Source: an optimization exercise on an open RTL-to-GDS flow (aim: small area). Production flows keep margins and buffers that such runs may drop.
For this run, only the layout was checked, not whether the RTL still works.
Power figures rest on the tool's default switching activity, not on a simulated workload.

File: design/flow/run.sh
#!/bin/bash
# synth_recipe.tcl (not shown) runs the flow's synth.tcl, then flattens the netlist and writes it again
# the make line also repeats each setting of config.mk as NAME=value (left out here)
make -C /OpenROAD-flow-scripts/flow DESIGN_CONFIG=/design/flow/config.mk WORK_HOME=/design/flow/orfs CLKGATE_MAP_FILE= SYNTH_SCRIPT=/design/flow/synth_recipe.tcl finish
File: design/flow/config.mk
export PLATFORM = sky130hd
export DESIGN_NAME = sdadc_engine
export DESIGN_NICKNAME = sdadc_engine
export VERILOG_FILES = /design/flow/design.v
export SDC_FILE = /design/flow/constraint.sdc
export NUM_CORES = 4
export LEC_CHECK = 0
export CAP_MARGIN = 20
export CORE_MARGIN = 2
export CORE_UTILIZATION = 40
export SLEW_MARGIN = 20
File: design/flow/constraint.sdc
create_clock -name core_clock -period 10.0 [get_ports {clk}]
set_input_delay 2.0000 -clock core_clock [delete_from_list [all_inputs] [get_ports {clk}]]
set_output_delay 2.0000 -clock core_clock [all_outputs]
set_load 0.01 [all_outputs]
File: design/flow/design.v
module sdadc_engine (
    input  wire        clk,
    input  wire        rst,           
    input  wire        tick_i,        
    input  wire        cmd_valid,
    input  wire [31:0] cmd_word,
    output wire        cmd_ready,
    output reg         rsp_valid,
    output reg  [2:0]  rsp_status,
    output reg  [31:0] rsp_value,
    output reg  [3:0]  rsp_recn,
    input  wire        reg_wr_en,
    input  wire [2:0]  reg_wr_addr,
    input  wire [31:0] reg_wr_data,
    input  wire [3:0]  reg_rd_addr,
    output reg  [31:0] reg_rd_data,
    input  wire        pin_grant,
    output wire        sclk_o,
    output wire        sclk_oe,
    output wire        din_o,
    output wire        din_oe,
    output wire        dout_o,
    output wire        dout_oe,
    input  wire        dout_i
);
    localparam [7:0] OP_RDBIT   = 8'h01;
    localparam [7:0] OP_WRBIT   = 8'h02;
    localparam [7:0] OP_PULSE   = 8'h03;
    localparam [7:0] OP_WAITRDY = 8'h04;
    localparam [7:0] OP_RAWRD   = 8'h10;
    localparam [7:0] OP_REGWR   = 8'h11;
    localparam [7:0] OP_REGRD   = 8'h12;
    localparam [7:0] OP_CHIPRST = 8'h20;
    localparam [7:0] OP_ATTACH  = 8'h30;
    localparam [7:0] OP_DETACH  = 8'h31;
    localparam [2:0] ST_OK      = 3'd0;
    localparam [2:0] ST_TIMEOUT = 3'd1;
    localparam [2:0] ST_INVALID = 3'd2;
    localparam [2:0] ST_BUSY    = 3'd3;
    localparam [2:0] ST_NORES   = 3'd4;
    localparam [4:0] PH_IDLE    = 5'd0;
    localparam [4:0] PH_CHECK   = 5'd1;
    localparam [4:0] PH_WAIT    = 5'd2;
    localparam [4:0] PH_RECHECK = 5'd3;
    localparam [4:0] PH_DATA    = 5'd4;
    localparam [4:0] PH_TRAIL   = 5'd5;
    localparam [4:0] PH_RECOVER = 5'd6;
    localparam [4:0] PH_ENTER   = 5'd7;
    localparam [4:0] PH_CMD     = 5'd8;
    localparam [4:0] PH_PAYLOAD = 5'd9;
    localparam [4:0] PH_TURN    = 5'd10;
    localparam [4:0] PH_RDATA   = 5'd11;
    localparam [4:0] PH_EXIT    = 5'd12;
    localparam [4:0] PH_PRIM    = 5'd13;
    localparam [4:0] PH_RESET   = 5'd14;
    localparam [4:0] PH_ATTACH  = 5'd15;
    localparam [4:0] PH_DETACH  = 5'd16;
    localparam [2:0] S_DIROUT = 3'd0;    
    localparam [2:0] S_DAT    = 3'd1;    
    localparam [2:0] S_RISE   = 3'd2;    
    localparam [2:0] S_HIGH   = 3'd3;    
    localparam [2:0] S_FALL   = 3'd4;    
    localparam [2:0] S_LOW    = 3'd5;    
    localparam [2:0] S_DIRIN  = 3'd6;    
    localparam [2:0] S_TEST   = 3'd7;    
    localparam [2:0] W_DIR    = 3'd0;    
    localparam [2:0] W_SMP    = 3'd1;    
    localparam [2:0] W_HOLD   = 3'd2;    
    localparam [2:0] R_RISE   = 3'd0;
    localparam [2:0] R_HIGH   = 3'd1;
    localparam [2:0] R_FALL   = 3'd2;
    localparam [2:0] R_LOW    = 3'd3;
    reg  [31:0] cr_mode;       
    reg  [31:0] cr_cmdcode;    
    reg  [31:0] cr_timeout;    
    reg  [31:0] cr_t_high;     
    reg  [31:0] cr_t_low;      
    reg  [31:0] cr_t_poll;     
    reg  [31:0] cr_t_reset;    
    reg  [31:0] cr_t_startup;  
    wire        shared_pin   = cr_mode[0];
    wire        din_invert   = cr_mode[1];
    wire        busy_recheck = cr_mode[2];
    wire [3:0]  trail_pulses = cr_mode[11:8];
    wire [3:0]  recover_max  = cr_mode[15:12];
    wire [3:0]  cmd_width    = cr_mode[19:16];
    wire [7:0]  cmd_wr       = cr_cmdcode[7:0];
    wire [7:0]  cmd_rd       = cr_cmdcode[15:8];
    wire [7:0]  reg_mask     = cr_cmdcode[23:16];
    reg         eng_busy;      
    reg         drive;         
    reg         att_at_acc;    
    reg  [4:0]  phase;
    reg  [2:0]  sub;
    reg  [4:0]  bitcnt;
    reg         clk_q;         
    reg         data_q;        
    reg         dir_q;         
    reg  [31:0] cmd_q;         
    wire [7:0]  op   = cmd_q[31:24];
    wire [7:0]  creg = cmd_q[15:8];
    wire [7:0]  cdat = cmd_q[7:0];
    reg  [23:0] shift_q;       
    reg  [31:0] result_q;      
    reg  [3:0]  recn_q;        
    reg  [2:0]  code_q;        
    reg  [7:0]  lastop_q;      
    reg  [31:0] lasttmo_q;     
    reg  [63:0] now_q;         
    reg  [63:0] deadline_q;    
    reg  [31:0] hold_q;        
    assign cmd_ready = ~eng_busy;
    wire   accept    = cmd_valid & ~eng_busy;
    assign sclk_o  = clk_q;
    assign sclk_oe = drive;
    assign din_o   = data_q;
    assign din_oe  = drive & ~shared_pin;
    assign dout_o  = data_q;
    assign dout_oe = drive & shared_pin & dir_q;
    always @(*) begin
        case (reg_rd_addr)
            4'd0:  reg_rd_data = cr_mode;
            4'd1:  reg_rd_data = cr_cmdcode;
            4'd2:  reg_rd_data = cr_timeout;
            4'd3:  reg_rd_data = cr_t_high;
            4'd4:  reg_rd_data = cr_t_low;
            4'd5:  reg_rd_data = cr_t_poll;
            4'd6:  reg_rd_data = cr_t_reset;
            4'd7:  reg_rd_data = cr_t_startup;
            4'd8:  reg_rd_data = {23'd0, recn_q, code_q, eng_busy, drive};
            4'd9:  reg_rd_data = result_q;
            4'd10: reg_rd_data = {24'd0, lastop_q};
            4'd11: reg_rd_data = lasttmo_q;
            4'd12: reg_rd_data = now_q[31:0];
            4'd13: reg_rd_data = now_q[63:32];
            4'd14: reg_rd_data = {27'd0, drive, dout_i, dir_q, data_q, clk_q};
            default: reg_rd_data = 32'd0;
        endcase
    end
    reg fmt_ok;
    always @(*) begin
        case (op)
            OP_RDBIT, OP_PULSE, OP_WAITRDY, OP_RAWRD,
            OP_CHIPRST, OP_ATTACH, OP_DETACH: fmt_ok = (cmd_q[23:0] == 24'd0);
            OP_WRBIT:                         fmt_ok = (cmd_q[23:1] == 23'd0);
            OP_REGWR:                         fmt_ok = (cmd_q[23:16] == 8'd0);
            OP_REGRD:                         fmt_ok = (cmd_q[23:16] == 8'd0) && (cmd_q[7:0] == 8'd0);
            default:                          fmt_ok = 1'b0;
        endcase
    end
    wire is_frame  = (op == OP_RAWRD) || (op == OP_REGWR) || (op == OP_REGRD);
    wire is_regacc = (op == OP_REGWR) || (op == OP_REGRD);
    wire needs_poll = is_frame || (op == OP_WAITRDY);
    wire width_bad  = (cmd_width == 4'd0) || (cmd_width > 4'd8);
    wire addr_bad   = (creg & ~reg_mask) != 8'd0;
    wire [7:0] cmd_code = (op == OP_REGRD) ? cmd_rd : cmd_wr;
    wire [7:0] cw       = cmd_code | (creg & reg_mask);
    wire [3:0] cw_idx   = cmd_width - 4'd1 - bitcnt[3:0];
    wire [2:0] pl_idx   = 3'd7 - bitcnt[2:0];
    reg cell_bit;
    always @(*) begin
        case (phase)
            PH_CMD:     cell_bit = cw[cw_idx[2:0]];
            PH_PAYLOAD: cell_bit = cdat[pl_idx];
            default:    cell_bit = cdat[0];       
        endcase
    end
    wire cell_is_read  = (phase == PH_DATA) || (phase == PH_RDATA) ||
                         ((phase == PH_PRIM) && (op == OP_RDBIT));
    wire cell_is_write = (phase == PH_CMD) || (phase == PH_PAYLOAD) ||
                         ((phase == PH_PRIM) && (op == OP_WRBIT));
    wire [2:0] wr_start = shared_pin ? S_DIROUT : S_DAT;
    wire hold_done = (hold_q == 32'd0);
    always @(posedge clk) begin
        if (rst) begin
            cr_mode      <= 32'h0004_0000;    
            cr_cmdcode   <= 32'h0007_0008;    
            cr_timeout   <= 32'd100000;
            cr_t_high    <= 32'd2;
            cr_t_low     <= 32'd2;
            cr_t_poll    <= 32'd10;
            cr_t_reset   <= 32'd1000;
            cr_t_startup <= 32'd100;
            eng_busy   <= 1'b0;
            drive      <= 1'b0;
            att_at_acc <= 1'b0;
            phase      <= PH_IDLE;
            sub        <= 3'd0;
            bitcnt     <= 5'd0;
            clk_q      <= 1'b0;
            data_q     <= 1'b0;
            dir_q      <= 1'b0;
            cmd_q      <= 32'd0;
            shift_q    <= 24'd0;
            result_q   <= 32'd0;
            recn_q     <= 4'd0;
            code_q     <= ST_OK;
            lastop_q   <= 8'd0;
            lasttmo_q  <= 32'd0;
            now_q      <= 64'd0;
            deadline_q <= 64'd0;
            hold_q     <= 32'd0;
            rsp_valid  <= 1'b0;
            rsp_status <= 3'd0;
            rsp_value  <= 32'd0;
            rsp_recn   <= 4'd0;
        end else begin
            now_q     <= now_q + {63'd0, tick_i};
            rsp_valid <= 1'b0;
            if (reg_wr_en && !eng_busy) begin
                case (reg_wr_addr)
                    3'd0: cr_mode      <= reg_wr_data & 32'h000F_FF07;
                    3'd1: cr_cmdcode   <= reg_wr_data & 32'h00FF_FFFF;
                    3'd2: cr_timeout   <= reg_wr_data;
                    3'd3: cr_t_high    <= reg_wr_data;
                    3'd4: cr_t_low     <= reg_wr_data;
                    3'd5: cr_t_poll    <= reg_wr_data;
                    3'd6: cr_t_reset   <= reg_wr_data;
                    3'd7: cr_t_startup <= reg_wr_data;
                endcase
            end
            if (accept) begin
                eng_busy   <= 1'b1;
                att_at_acc <= drive;
                cmd_q      <= cmd_word;
                phase      <= PH_CHECK;
                sub        <= 3'd0;
                bitcnt     <= 5'd0;
            end
            case (phase)
            PH_IDLE: ;
            PH_CHECK: begin
                if (!fmt_ok)
                    complete(ST_INVALID, 1'b0, 32'd0);
                else if ((op != OP_ATTACH) && !att_at_acc)
                    complete(ST_NORES, 1'b0, 32'd0);
                else if ((op == OP_ATTACH) && att_at_acc)
                    complete(ST_INVALID, 1'b0, 32'd0);
                else if (needs_poll && (cr_t_poll == 32'd0))
                    complete(ST_INVALID, 1'b0, 32'd0);
                else if (is_regacc && width_bad)
                    complete(ST_INVALID, 1'b0, 32'd0);
                else if (is_regacc && addr_bad)
                    complete(ST_INVALID, 1'b0, 32'd0);
                else begin
                    case (op)
                        OP_RDBIT, OP_PULSE: begin
                            phase <= PH_PRIM;
                            sub   <= S_RISE;
                        end
                        OP_WRBIT: begin
                            phase <= PH_PRIM;
                            sub   <= wr_start;
                        end
                        OP_CHIPRST: begin
                            phase <= PH_RESET;
                            sub   <= R_RISE;
                        end
                        OP_ATTACH:  phase <= PH_ATTACH;
                        OP_DETACH:  phase <= PH_DETACH;
                        default: begin           
                            phase <= PH_WAIT;
                            sub   <= W_DIR;
                        end
                    endcase
                end
            end
            PH_WAIT: begin
                case (sub)
                    W_DIR: begin
                        if (shared_pin) dir_q <= 1'b0;
                        deadline_q <= now_q + {32'd0, cr_timeout};
                        sub        <= W_SMP;
                    end
                    W_SMP: begin
                        if (!dout_i) begin
                            if (op == OP_WAITRDY)
                                complete(ST_OK, 1'b0, 32'd0);
                            else if ((op == OP_RAWRD) && busy_recheck)
                                phase <= PH_RECHECK;
                            else
                                start_data();
                        end else if (now_q >= deadline_q) begin
                            complete(ST_TIMEOUT, 1'b0, 32'd0);
                        end else begin
                            hold_q <= cr_t_poll;
                            sub    <= W_HOLD;
                        end
                    end
                    default: begin                   
                        if (hold_done)   sub    <= W_SMP;
                        else if (tick_i) hold_q <= hold_q - 32'd1;
                    end
                endcase
            end
            PH_RECHECK: begin
                if (dout_i) complete(ST_BUSY, 1'b0, 32'd0);
                else        start_data();
            end
            PH_TURN: begin
                if (shared_pin) dir_q <= 1'b0;
                shift_q <= 24'd0;
                phase   <= PH_RDATA;
                bitcnt  <= 5'd0;
                sub     <= S_RISE;
            end
            PH_RESET: begin
                case (sub)
                    R_RISE: begin
                        clk_q  <= 1'b1;
                        hold_q <= cr_t_reset;
                        sub    <= R_HIGH;
                    end
                    R_HIGH: begin
                        if (hold_done)   sub    <= R_FALL;
                        else if (tick_i) hold_q <= hold_q - 32'd1;
                    end
                    R_FALL: begin
                        clk_q  <= 1'b0;
                        hold_q <= cr_t_startup;
                        sub    <= R_LOW;
                    end
                    default: begin                   
                        if (hold_done)   complete(ST_OK, 1'b0, 32'd0);
                        else if (tick_i) hold_q <= hold_q - 32'd1;
                    end
                endcase
            end
            PH_ATTACH: begin
                if (!pin_grant) begin
                    complete(ST_NORES, 1'b0, 32'd0);
                end else begin
                    clk_q  <= 1'b0;
                    data_q <= 1'b0;
                    dir_q  <= 1'b0;
                    drive  <= 1'b1;
                    complete(ST_OK, 1'b0, 32'd0);
                end
            end
            PH_DETACH: begin
                drive <= 1'b0;
                complete(ST_OK, 1'b0, 32'd0);
            end
            PH_RECOVER: begin
                if (sub == S_TEST) begin
                    if ((recn_q >= recover_max) || dout_i)
                        complete(ST_OK, 1'b1, {{8{shift_q[23]}}, shift_q});
                    else
                        sub <= S_RISE;
                end else begin
                    run_cell();
                end
            end
            default: run_cell();     
            endcase
        end
    end
    task complete(input [2:0] status, input has_value, input [31:0] value);
        begin
            code_q     <= status;
            lastop_q   <= op;
            lasttmo_q  <= cr_timeout;
            eng_busy   <= 1'b0;
            phase      <= PH_IDLE;
            sub        <= 3'd0;
            rsp_valid  <= 1'b1;
            rsp_status <= status;
            rsp_value  <= (status == ST_OK && has_value) ? value : 32'd0;
            rsp_recn   <= (status == ST_OK && op == OP_RAWRD) ? recn_q : 4'd0;
            if (status == ST_OK && has_value)
                result_q <= value;
        end
    endtask
    task start_data;
        begin
            shift_q <= 24'd0;
            phase   <= PH_DATA;
            bitcnt  <= 5'd0;
            sub     <= S_RISE;
        end
    endtask
    task run_cell;
        begin
            case (sub)
                S_DIROUT: begin
                    dir_q <= 1'b1;
                    sub   <= S_DAT;
                end
                S_DAT: begin
                    data_q <= cell_bit ^ din_invert;
                    sub    <= S_RISE;
                end
                S_RISE: begin
                    clk_q  <= 1'b1;
                    hold_q <= cr_t_high;
                    sub    <= S_HIGH;
                end
                S_HIGH: begin
                    if (hold_done)   sub    <= S_FALL;
                    else if (tick_i) hold_q <= hold_q - 32'd1;
                end
                S_FALL: begin
                    if (cell_is_read) shift_q <= {shift_q[22:0], dout_i};
                    clk_q  <= 1'b0;
                    hold_q <= cr_t_low;
                    sub    <= S_LOW;
                end
                S_LOW: begin
                    if (hold_done) begin
                        if (cell_is_write && shared_pin) sub <= S_DIRIN;
                        else                             end_cell();
                    end else if (tick_i) begin
                        hold_q <= hold_q - 32'd1;
                    end
                end
                S_DIRIN: begin
                    dir_q <= 1'b0;
                    end_cell();
                end
                default: ;
            endcase
        end
    endtask
    task end_cell;
        begin
            case (phase)
                PH_DATA: begin
                    if (bitcnt == 5'd23) begin
                        bitcnt <= 5'd0;
                        if (op != OP_RAWRD) begin
                            phase <= PH_ENTER;
                            sub   <= S_RISE;
                        end else if (trail_pulses != 4'd0) begin
                            phase <= PH_TRAIL;
                            sub   <= S_RISE;
                        end else begin
                            phase  <= PH_RECOVER;
                            recn_q <= 4'd0;
                            sub    <= S_TEST;
                        end
                    end else begin
                        bitcnt <= bitcnt + 5'd1;
                        sub    <= S_RISE;
                    end
                end
                PH_TRAIL: begin
                    if (bitcnt[3:0] == trail_pulses - 4'd1) begin
                        bitcnt <= 5'd0;
                        phase  <= PH_RECOVER;
                        recn_q <= 4'd0;
                        sub    <= S_TEST;
                    end else begin
                        bitcnt <= bitcnt + 5'd1;
                        sub    <= S_RISE;
                    end
                end
                PH_RECOVER: begin
                    recn_q <= recn_q + 4'd1;
                    sub    <= S_TEST;
                end
                PH_ENTER: begin
                    phase  <= PH_CMD;
                    bitcnt <= 5'd0;
                    sub    <= wr_start;
                end
                PH_CMD: begin
                    if (bitcnt[3:0] == cmd_width - 4'd1) begin
                        bitcnt <= 5'd0;
                        if (op == OP_REGRD) begin
                            phase <= PH_TURN;
                        end else begin
                            phase <= PH_PAYLOAD;
                            sub   <= wr_start;
                        end
                    end else begin
                        bitcnt <= bitcnt + 5'd1;
                        sub    <= wr_start;
                    end
                end
                PH_PAYLOAD: begin
                    if (bitcnt == 5'd7) begin
                        bitcnt <= 5'd0;
                        phase  <= PH_EXIT;
                        sub    <= S_RISE;
                    end else begin
                        bitcnt <= bitcnt + 5'd1;
                        sub    <= wr_start;
                    end
                end
                PH_RDATA: begin
                    if (bitcnt == 5'd7) begin
                        bitcnt <= 5'd0;
                        phase  <= PH_EXIT;
                        sub    <= S_RISE;
                    end else begin
                        bitcnt <= bitcnt + 5'd1;
                        sub    <= S_RISE;
                    end
                end
                PH_EXIT: begin
                    if (op == OP_REGRD)
                        complete(ST_OK, 1'b1, {24'd0, shift_q[7:0]});
                    else
                        complete(ST_OK, 1'b0, 32'd0);
                end
                default: begin                       
                    if (op == OP_RDBIT)
                        complete(ST_OK, 1'b1, {31'd0, shift_q[0]});
                    else
                        complete(ST_OK, 1'b0, 32'd0);
                end
            endcase
        end
    endtask
endmodule
==> impl_results.md <==
* Worst path required time at 8.00 ns
* Metal-1 WL at between 50 and 60 mm
* Port bufs at 156
* WL met2 at 59.81 mm
* Top layer in use: met5
* Sequential Power Share at 45.0%
* Period utilisation layout at 73.94%
* Initial DRC count at 3836
* CTS sink cnt at between 500 and 600
* Std-Cell Core Area at 77590 um^2
* Worst path slowest cell: clkdlybuf4s50_1
* Synthesized area per cell at 7.525 um^2
* Post-synthesis cell area at around 31000 um^2
* Outcome: no timing/DRC/antenna violations
* Post-layout minimum cycle time at 7.394 ns
* Layout cells sized above 1 at 5.647%
* Gr ovfl total at 0
* Origin of the critical flop-to-flop path: hold_q[24]$_SDFFE_PP0P_
* Adder-cell share of the synthesized area at 4.582%
* Maximum clock insertion buffer count at 3
* Setup crit end: reg_rd_data[11]
* Kind of critical path: primary input to output pin
* Worst skew pair latency at 0.62 ns
* GPL Wtd Cong at 0.9699
* Worst EP arrival at around 5.4 ns
* Register area share after synthesis at a little over a third
* Synth top area cells: dfxtp_1 (36%), nand2_1 (10%), a21oi_1 (8.2%)
* Levels on crit path at 8
* DIE WIDTH at 284.4 um
* VDD IR max at 0.0001069 V
* R2R setup slack at about 5.2 ns
* Post-synth ARST share at 0%
* DRC viols at 0
* Nets at between 4000 and 5000
* P_sw at 0.001311 W
* Root cell of the clock tree: clkbuf_16
* Register area at 11330 um^2
* Clock Skew at 0.03748 ns
* Syn Nets at 4372
* Crit path cell chain: clkdlybuf4s50_1 -> nand2b_1 -> nor3_2 -> buf_4 -> a22o_1 -> a221oi_1 -> nand3_1 -> clkdlybuf4s50_1
* 1st-pass router iterations at 8
* Reg clk slew, reported paths at 0.06 ns
* Starting Density at 40.54%
* F_max at about 0.14 GHz
* Largest family of logic cells by synthesized area: compound AO/OA/AOI/OAI gates
* Wire per inst at 25.34 um
* Initial antenna violation count at 9
* Worst setup path start: reg_rd_addr[2]
* Mux share of post-synthesis cell area at 2.971%
* TritonCTS clock tree: built
* Internal power at approximately 0.0039 W
* Seq cells post-synth at 566
* Fin. max-slew vios at 0
* Netlist cell types at 93
* Die ar. at 80900 um^2
* Xor-xnor portion of the synthesized cell area at 3.775%
* # fillers at 7868
* Synth Area in Compound Gates at 23.80%
* Slowest stage delay, CP at 0.84 ns
* Post-route ant nets at 0
* Worst slack at placement at between 2 and 3 ns
* DRT Wirelength at ~130 mm
* Vias in the first global route at about 30000
* Critical path buffers and inverters at 3
* RSZ-0062 raised after global routing: false
* Final-report hold violation count at 0
* Worst-margin pin slew at 1.120 ns
* Largest area contributor in the netlist: dfxtp_1
* Power share of the clock group at 48.7%
* Pleak at roughly 13 nW
* Post-synth EDFFs at 0
* Warnings from Yosys at 1
* Vias per inst at between 6 and 7
* Multi-input combinational cell area at 18570 um^2
* Switching portion of total power at 25.22%
* FF-to-FF End: recn_q[1]$_SDFFE_PP0P_
* Top cell type's share of synthesized area at between 30 and 40%
* Max_cap viols at 0
* Startpoint Class: primary input
* Via count of the routed design at around 32000
* All-layer global routing usage at 31.95%
* Area Overhead vs Synth at 14.22%
* Setup bufs post-CTS at 0
* Largest net degree at the start of global routing at 98
* Total CTS buffers at 67
* Post-CTS Resized at 0
* Final TNS setup at 0 ns
* Worst r2r path cells at 9
* Chip height at 284.4 um
* Row count at 102
* PwrDens at between 100 and 150 nW/um^2
* Worst-path fanout max at 25
* Post-synth top flop: dfxtp_1
* DP HPWL at 97.13 mm
* Setup ws final at 2.606 ns
* First-pass GRT wire length at ~200 mm
* Combinational Power Share at 6.4%
* Num ports at 157
* Nature of the critical path endpoint: output pin
* # setup viols final at 0
* Post-Synth Simple-Gate Area at 23.58%
* H-Tree Depth at 3
* Critical path's most frequent cell: clkdlybuf4s50_1
* Post-synthesis cell count at 4180
* Crit path max-delay family: buffers and inverters
* Met3 Routed Length at about 12 mm
* Worst slew margin at 23.42%
* Hold Buf Count CTS at 0
* Min-Delay Path Class: register to register
==> state kept, by name, indices dropped and copies added, names as in the netlist, 24 cells and up <==
register	cells
cr_t_reset	32
rsp_value	24
cr_cmdcode	24
result_q	24
cr_t_poll	32
cr_t_low	32
lasttmo_q	32
cr_t_high	32
hold_q	32
now_q	64
cr_t_startup	32
cr_timeout	32
shift_q	24
cmd_q	32
deadline_q	64
==> metrics by stage <==
stage / util, % / power (W) / cells / hold WS (ns) / area, um^2
detailed placement: 43.42 / 0.002708 / 5138 / 0.4403 / 33690
global placement: 43.42 / 0.002708 / 5138 / 0.4367 / 33690
CTS: 46.28 / 0.005216 / 5255 / 0.4490 / 35910
global route: 46.29 / 0.005344 / 5258 / 0.4620 / 35920
finish: 46.30 / 0.005199 / 5263 / 0.4478 / 35930
floorplan: - / 0.002548 / 4180 / 0.4273 / 31460
==> worst min-delay path by stage <==
stage	startpoint	slack, ns	to	cells past startpoint
after floorplan	shift_q[23]$_SDFFE_PP0P_	0.43	shift_q[23]$_SDFFE_PP0P_	2
after global placement	shift_q[23]$_SDFFE_PP0P_	0.44	shift_q[23]$_SDFFE_PP0P_	2
after detailed placement	shift_q[23]$_SDFFE_PP0P_	0.44	shift_q[23]$_SDFFE_PP0P_	2
after CTS	shift_q[23]$_SDFFE_PP0P_	0.45	shift_q[23]$_SDFFE_PP0P_	2
after global routing	shift_q[23]$_SDFFE_PP0P_	0.46	shift_q[23]$_SDFFE_PP0P_	2
final	deadline_q[31]$_SDFFE_PP0P_	0.45	deadline_q[31]$_SDFFE_PP0P_	2
==> layer usage <==
metal | vias to the layer above | track usage, %
li1 | 14890 | -
met1 | 15380 | 41.59
met2 | 1634 | 50.52
met3 | 384 | 6.324
met4 | 6 | 15.51
met5 | - | 0
==> area by class of cell <==
class	count	area share (%)
Timing Repair Buffer	223	5.760
Antenna cell	8	0.05572
Sequential cell	566	31.54
Tap cell	1040	3.622
Inverter	112	1.170
Multi-Input combinational cell	3197	51.68
Clock buffer	87	5.161
Clock inverter	30	1.010
==> cell usage in the layout, fill, tap and decap left out, types with 32 or more instances in the layout <==
cell	Yosys	layout
nor3_1	71	64
clkdlybuf4s50_1	0	155
clkbuf_16	0	69
buf_4	12	67
nand4_1	56	56
inv_1	110	110
mux2i_1	81	81
a22o_1	67	67
xnor2_1	61	61
xor2_1	72	72
nand3_1	155	155
and3_1	36	36
a22oi_1	63	63
o21ai_0	205	204
nor4_1	33	32
nor2b_1	36	35
dfxtp_1	566	565
a221oi_1	84	84
nand2_1	873	872
ha_1	112	112
nor2_1	276	266
a21oi_1	516	516
==> power by group through the flow <==
stage	combinational, W	clock [W]	sequential [W]
after global placement	0.000323	0	0.00238
after detailed placement	0.000324	0	0.00238
final	0.000332	0.00253	0.00234
after floorplan	0.000193	0	0.00236
after CTS	0.000325	0.00256	0.00233
after global routing	0.000353	0.00265	0.00234
==> worst register-to-register path: stages (launching register included) <==
cell and delay [ns]:
dfxtp_1 0.35, nor4_1 0.81, nand4_1 0.47, or3_1 0.67, o21ai_2 0.46, nand2_1 0.48, nor3_1 1.03, nor2_1 0.11
a22oi_1 0.17, nor2_1 0.05
==> cells by family (layout without fill, tap and decap cells) <==
logic type / count (synthesis) / in the layout
and+or+nand+nor: 1668 / 1668
AOI/OAI and AO/OA: 1191 / 1191
DFF: 566 / 566
buffers and inverters: 417 / 452
xor gates and xnor gates: 134 / 134
adders and majority gates: 114 / 114
muxes: 90 / 90
other: 0 / 8
==> synthesized netlist by cell type, types with 71 or more instances <==
cell type / instances
dfxtp_1: 566
a21oi_1: 516
o21ai_0: 205
nor3_1: 71
nand2_1: 873
a221oi_1: 84
mux2i_1: 81
xor2_1: 72
inv_1: 110
nand3_1: 155
ha_1: 112
nor2_1: 276
clkbuf_1: 258

## what the ideal ports hide
No port has a modelled driver above. Below, the same layout with a new extraction and two added sets of constraints.
Step 1 assumes that a clkbuf_16 drives the clock port and a buf_2 every other input.
Step 2, shift: input delay + t, output delay - t, t = (earliest + latest rising clock arrival at the registers) / 2. This alone moves slack from input paths to output paths.
Slacks: no drivers / after step 1 / after step 2; pairs: no drivers / after step 1.
shift t [ns]: 0.665
setup WS [ns]: 2.606 / 2.566 / 2.566
pins driven straight from the clock port: 1
After both steps setup and hold are still met in this run. The setup slack of this run moves by -0.040 ns with the drivers and by -0.040 ns with both steps.
